Context: an optimization exercise on an open-source flow, tuned for small area, a short achievable clock period and few clock cycles per item. The choices shown serve that exercise and are no tape-out recipe.
At most, simulation tests tie the RTL to the original design; equivalence was not proved.
Power is estimated from default activity; no workload was simulated.

==> flow/design.v (excerpt) <==
module ioc_audio_enc (
    input  wire        clk,
    input  wire        rst,
    input  wire [1:0]  cfg_coding,
    input  wire        cfg_word_sel,
    input  wire [63:0] now_us,
    input  wire        in_valid,
    output wire        in_ready,
    input  wire [63:0] in_frame,
    output reg         out_valid,
    input  wire        out_ready,
    output reg  [7:0]  out_data,
    output reg         out_last,
    output reg  [31:0] bad_cnt
);
clock: 9.0 ns
lec_check: 0
cap_margin: 20
core_margin: 2
core_utilization: 55
cts_buf_list: sky130_fd_sc_hd__clkbuf_16
cts_cluster_diameter: 150
cts_cluster_size: 24
place_density: 0.65
slew_margin: 20
standard.sh (not shown) runs the stock make flow with config.mk's settings and CLKGATE_MAP_FILE= SYNTH_SCRIPT=/design/flow/synth_recipe.tcl, a recipe that flattens the netlist after the stock synthesis.
==> flow/flow/run.sh <==
#!/bin/bash
set -euo pipefail
bash standard.sh synth > step_synth.log 2>&1
export SETUP_SLACK_MARGIN=6
export POST_GLOBAL_PLACE_TCL="$PWD/flow/port_bufs.tcl"
bash standard.sh finish > step_layout.log 2>&1
==> flow/flow/port_bufs.tcl <==
# POST_GLOBAL_PLACE hook: buffer_ports gives every port a clkdlybuf4s50_1
# (a delay cell). Swap those port buffers for plain buf_1 cells; the resize
# and repair steps that follow size them as the loads need.
set n 0
foreach inst [[ord::get_db_block] getInsts] {
  if {[[$inst getMaster] getName] eq "sky130_fd_sc_hd__clkdlybuf4s50_1"
      && [regexp {^(input|output)[0-9]+$} [$inst getName]]} {
    replace_cell [$inst getName] sky130_fd_sc_hd__buf_1
    incr n
  }
}
puts "port_bufs.tcl: $n port buffers now sky130_fd_sc_hd__buf_1"
The first run went through all stages and came out clean.
Edit:
--- a/flow/design.v
+++ b/flow/design.v
@@ -267,22 +267,21 @@
                 if ({1'b0, pu_v} < umin) umin <= {1'b0, pu_v};
             end
             if (bst == 2'd3) begin
                 shift <= sh_up ? shc[3:0] + 4'd1 : sh_dn ? shc[3:0] - 4'd1 : shc[3:0];
                 umin  <= umin + 6'd1;
             end
             if (oreg_ld) begin
                 out_valid <= sk_v | (eok & produce);
                 out_data  <= sk_v ? sk_d : nbyte;
                 out_last  <= sk_v ? sk_l : nlast;
-            end
-            if (~sk_v) begin
+            end else if (eok & produce) begin
                 sk_d <= nbyte;
                 sk_l <= nlast;
             end
             sk_v <= sk_v_n;
             e_hdr <= e_hdr_n;
             e_cs  <= e_cs_n;
             e_ph  <= e_ph_n;
             if (f_hdr) hcnt <= (hcnt == 4'd13) ? 4'd0 : hcnt + 4'd1;
             if (f_smp) begin
                 if (is_pcm) e_half <= ~e_half;
The changed run finished clean.
Wire length rises by 4.2%.
Maximum frequency grows by 9.6%.
Total power came out higher by 9.6%.
Final area increases by 0.50%.
Via count increases by 4.9%.
Non-clock buffer count falls by 17.
Global-route usage increases by 0.43 points.
Final cell count came out higher by 2.1%.
Setup slack is better by 290 ps.
Synthesized cell count grows by 3.6%.
Count of clock-buffer cells in the layout is unchanged.
Area after synthesis is higher by 2.4%.
Core utilization shrinks by 1.2 points.
Testbench counts after the change, summed over its fixed seeds: cycles 45,984, blocks 96.
Only the layout flow was run in the first run of this note; the RTL was not checked for function there.

--- another note on this design; it stands on its own ---

==> flow/design.v (excerpt) <==
module ioc_audio_enc (
    input  wire        clk,
    input  wire        rst,
    input  wire [1:0]  cfg_coding,
    input  wire        cfg_word_sel,
    input  wire [63:0] now_us,
    input  wire        in_valid,
    output wire        in_ready,
    input  wire [63:0] in_frame,
    output reg         out_valid,
    input  wire        out_ready,
    output reg  [7:0]  out_data,
    output reg         out_last,
    output reg  [31:0] bad_cnt
);
export LEC_CHECK = 0
export CAP_MARGIN = 20
export CORE_MARGIN = 2
export CORE_UTILIZATION = 40
export PLACE_DENSITY = 0.6
export SLEW_MARGIN = 20
create_clock -name core_clock -period 9.0 [get_ports {clk}]
standard.sh (not shown) runs the stock make flow with config.mk's settings and CLKGATE_MAP_FILE= SYNTH_SCRIPT=/design/flow/synth_recipe.tcl, a recipe that flattens the netlist after the stock synthesis.
==> flow/flow/run.sh <==
#!/bin/bash
set -euo pipefail
bash standard.sh synth > step_synth.log 2>&1
export SETUP_SLACK_MARGIN=6.5
export POST_GLOBAL_PLACE_TCL="$PWD/flow/port_bufs.tcl"
bash standard.sh finish > step_layout.log 2>&1
==> flow/flow/port_bufs.tcl <==
# POST_GLOBAL_PLACE hook: buffer_ports gives every port a clkdlybuf4s50_1
# (a delay cell). Swap those port buffers for plain buf_1 cells; the resize
# and repair steps that follow size them as the loads need.
set n 0
foreach inst [[ord::get_db_block] getInsts] {
  if {[[$inst getMaster] getName] eq "sky130_fd_sc_hd__clkdlybuf4s50_1"
      && [regexp {^(input|output)[0-9]+$} [$inst getName]]} {
    replace_cell [$inst getName] sky130_fd_sc_hd__buf_1
    incr n
  }
}
puts "port_bufs.tcl: $n port buffers now sky130_fd_sc_hd__buf_1"
The baseline went through all stages and came out clean.
Testbench counts at the start, summed over its fixed seeds: cycles 45,984, blocks 96.
==> next run, changes <==
==> flow/flow/run.sh (replaced) <==
#!/bin/bash
set -euo pipefail
bash standard.sh synth > step_synth.log 2>&1
export SETUP_SLACK_MARGIN=6
export POST_GLOBAL_PLACE_TCL="$PWD/flow/port_bufs.tcl"
bash standard.sh finish > step_layout.log 2>&1
--- a/flow/config.mk
+++ b/flow/config.mk
@@ -9,4 +9,6 @@
 export CORE_MARGIN = 2
-export CORE_UTILIZATION = 40
-export PLACE_DENSITY = 0.6
+export CORE_UTILIZATION = 55
+export CTS_BUF_LIST = sky130_fd_sc_hd__clkbuf_4 sky130_fd_sc_hd__clkbuf_8
+export CTS_CLUSTER_SIZE = 16
+export PLACE_DENSITY = 0.65
 export SLEW_MARGIN = 20
Design area is lower by 6.2%.
Via count goes down by 2.5%.
Worst setup slack gets worse by 0.012 ns.
Total power falls by 5.3%.
Global-route usage went up by 4.7 points.
Final cell count drops by 8.4%.
Utilization increases by 15 points.
First-iteration DRC count is lower by 3.4%.
Wire length decreases by 7.2%.
Die area shrinks by 27%.
Maximum frequency shrinks by 0.37%.
==> next run, changes <==
--- a/flow/config.mk
+++ b/flow/config.mk
@@ -7,2 +7,3 @@
 export LEC_CHECK = 0
+export ABC_AREA = 1
 export CAP_MARGIN = 20
@@ -10,4 +11,5 @@
 export CORE_UTILIZATION = 55
-export CTS_BUF_LIST = sky130_fd_sc_hd__clkbuf_4 sky130_fd_sc_hd__clkbuf_8
-export CTS_CLUSTER_SIZE = 16
+export CTS_BUF_LIST = sky130_fd_sc_hd__clkbuf_16
+export CTS_CLUSTER_DIAMETER = 150
+export CTS_CLUSTER_SIZE = 24
 export PLACE_DENSITY = 0.65
What happened: The changed run completed with no timing, DRC or antenna violations. Clock power fell by 37%. Global-route usage barely changes. Setup slack got worse by 0.51 ns. Core utilization decreases by 1.1 points. Final area came out lower by 4.0%. Total power climbs by 16%. Die area came out lower by 2.2%. Wire length came out lower by 1.4%. Hold slack is better by 0.011 ns.

[port drivers added, routing unchanged]
The results above use ideal ports. As a check the final layouts listed here were re-extracted and re-timed, cells and wires unchanged.
Step 1 assumes that a clkbuf_16 drives the clock port and a buf_2 every other input.
Step 2, shift: input delay + t, output delay - t, t = (earliest + latest rising clock arrival at the registers) / 2. This alone moves slack from input paths to output paths.
Three values: ideal ports, drivers, drivers and shift; two values: the first two.
| run | shift t [ns] | slack for setup (ns) | worst slew at a driven data input, ns |
|---|---|---|---|
| the first run of note 1 | 0.632 | 5.719 / 5.719 / 5.470 | 0.08 |
| the second run of note 1 | 0.629 | 6.006 / 5.949 / 5.418 | 0.08 |
| the first run of note 2 | 0.665 | 5.795 / 5.795 / 5.551 | 0.07 |
| the second run of note 2 | 0.732 | 5.783 / 5.783 / 5.442 | 0.08 |
| the third run of note 2 | 0.617 | 5.269 / 5.302 / 4.684 | 0.07 |
After both steps every run listed still meets setup and hold. For the second run of note 1, which loses most, drivers alone change the setup slack by -0.057 ns; drivers and shift together by -0.588 ns.
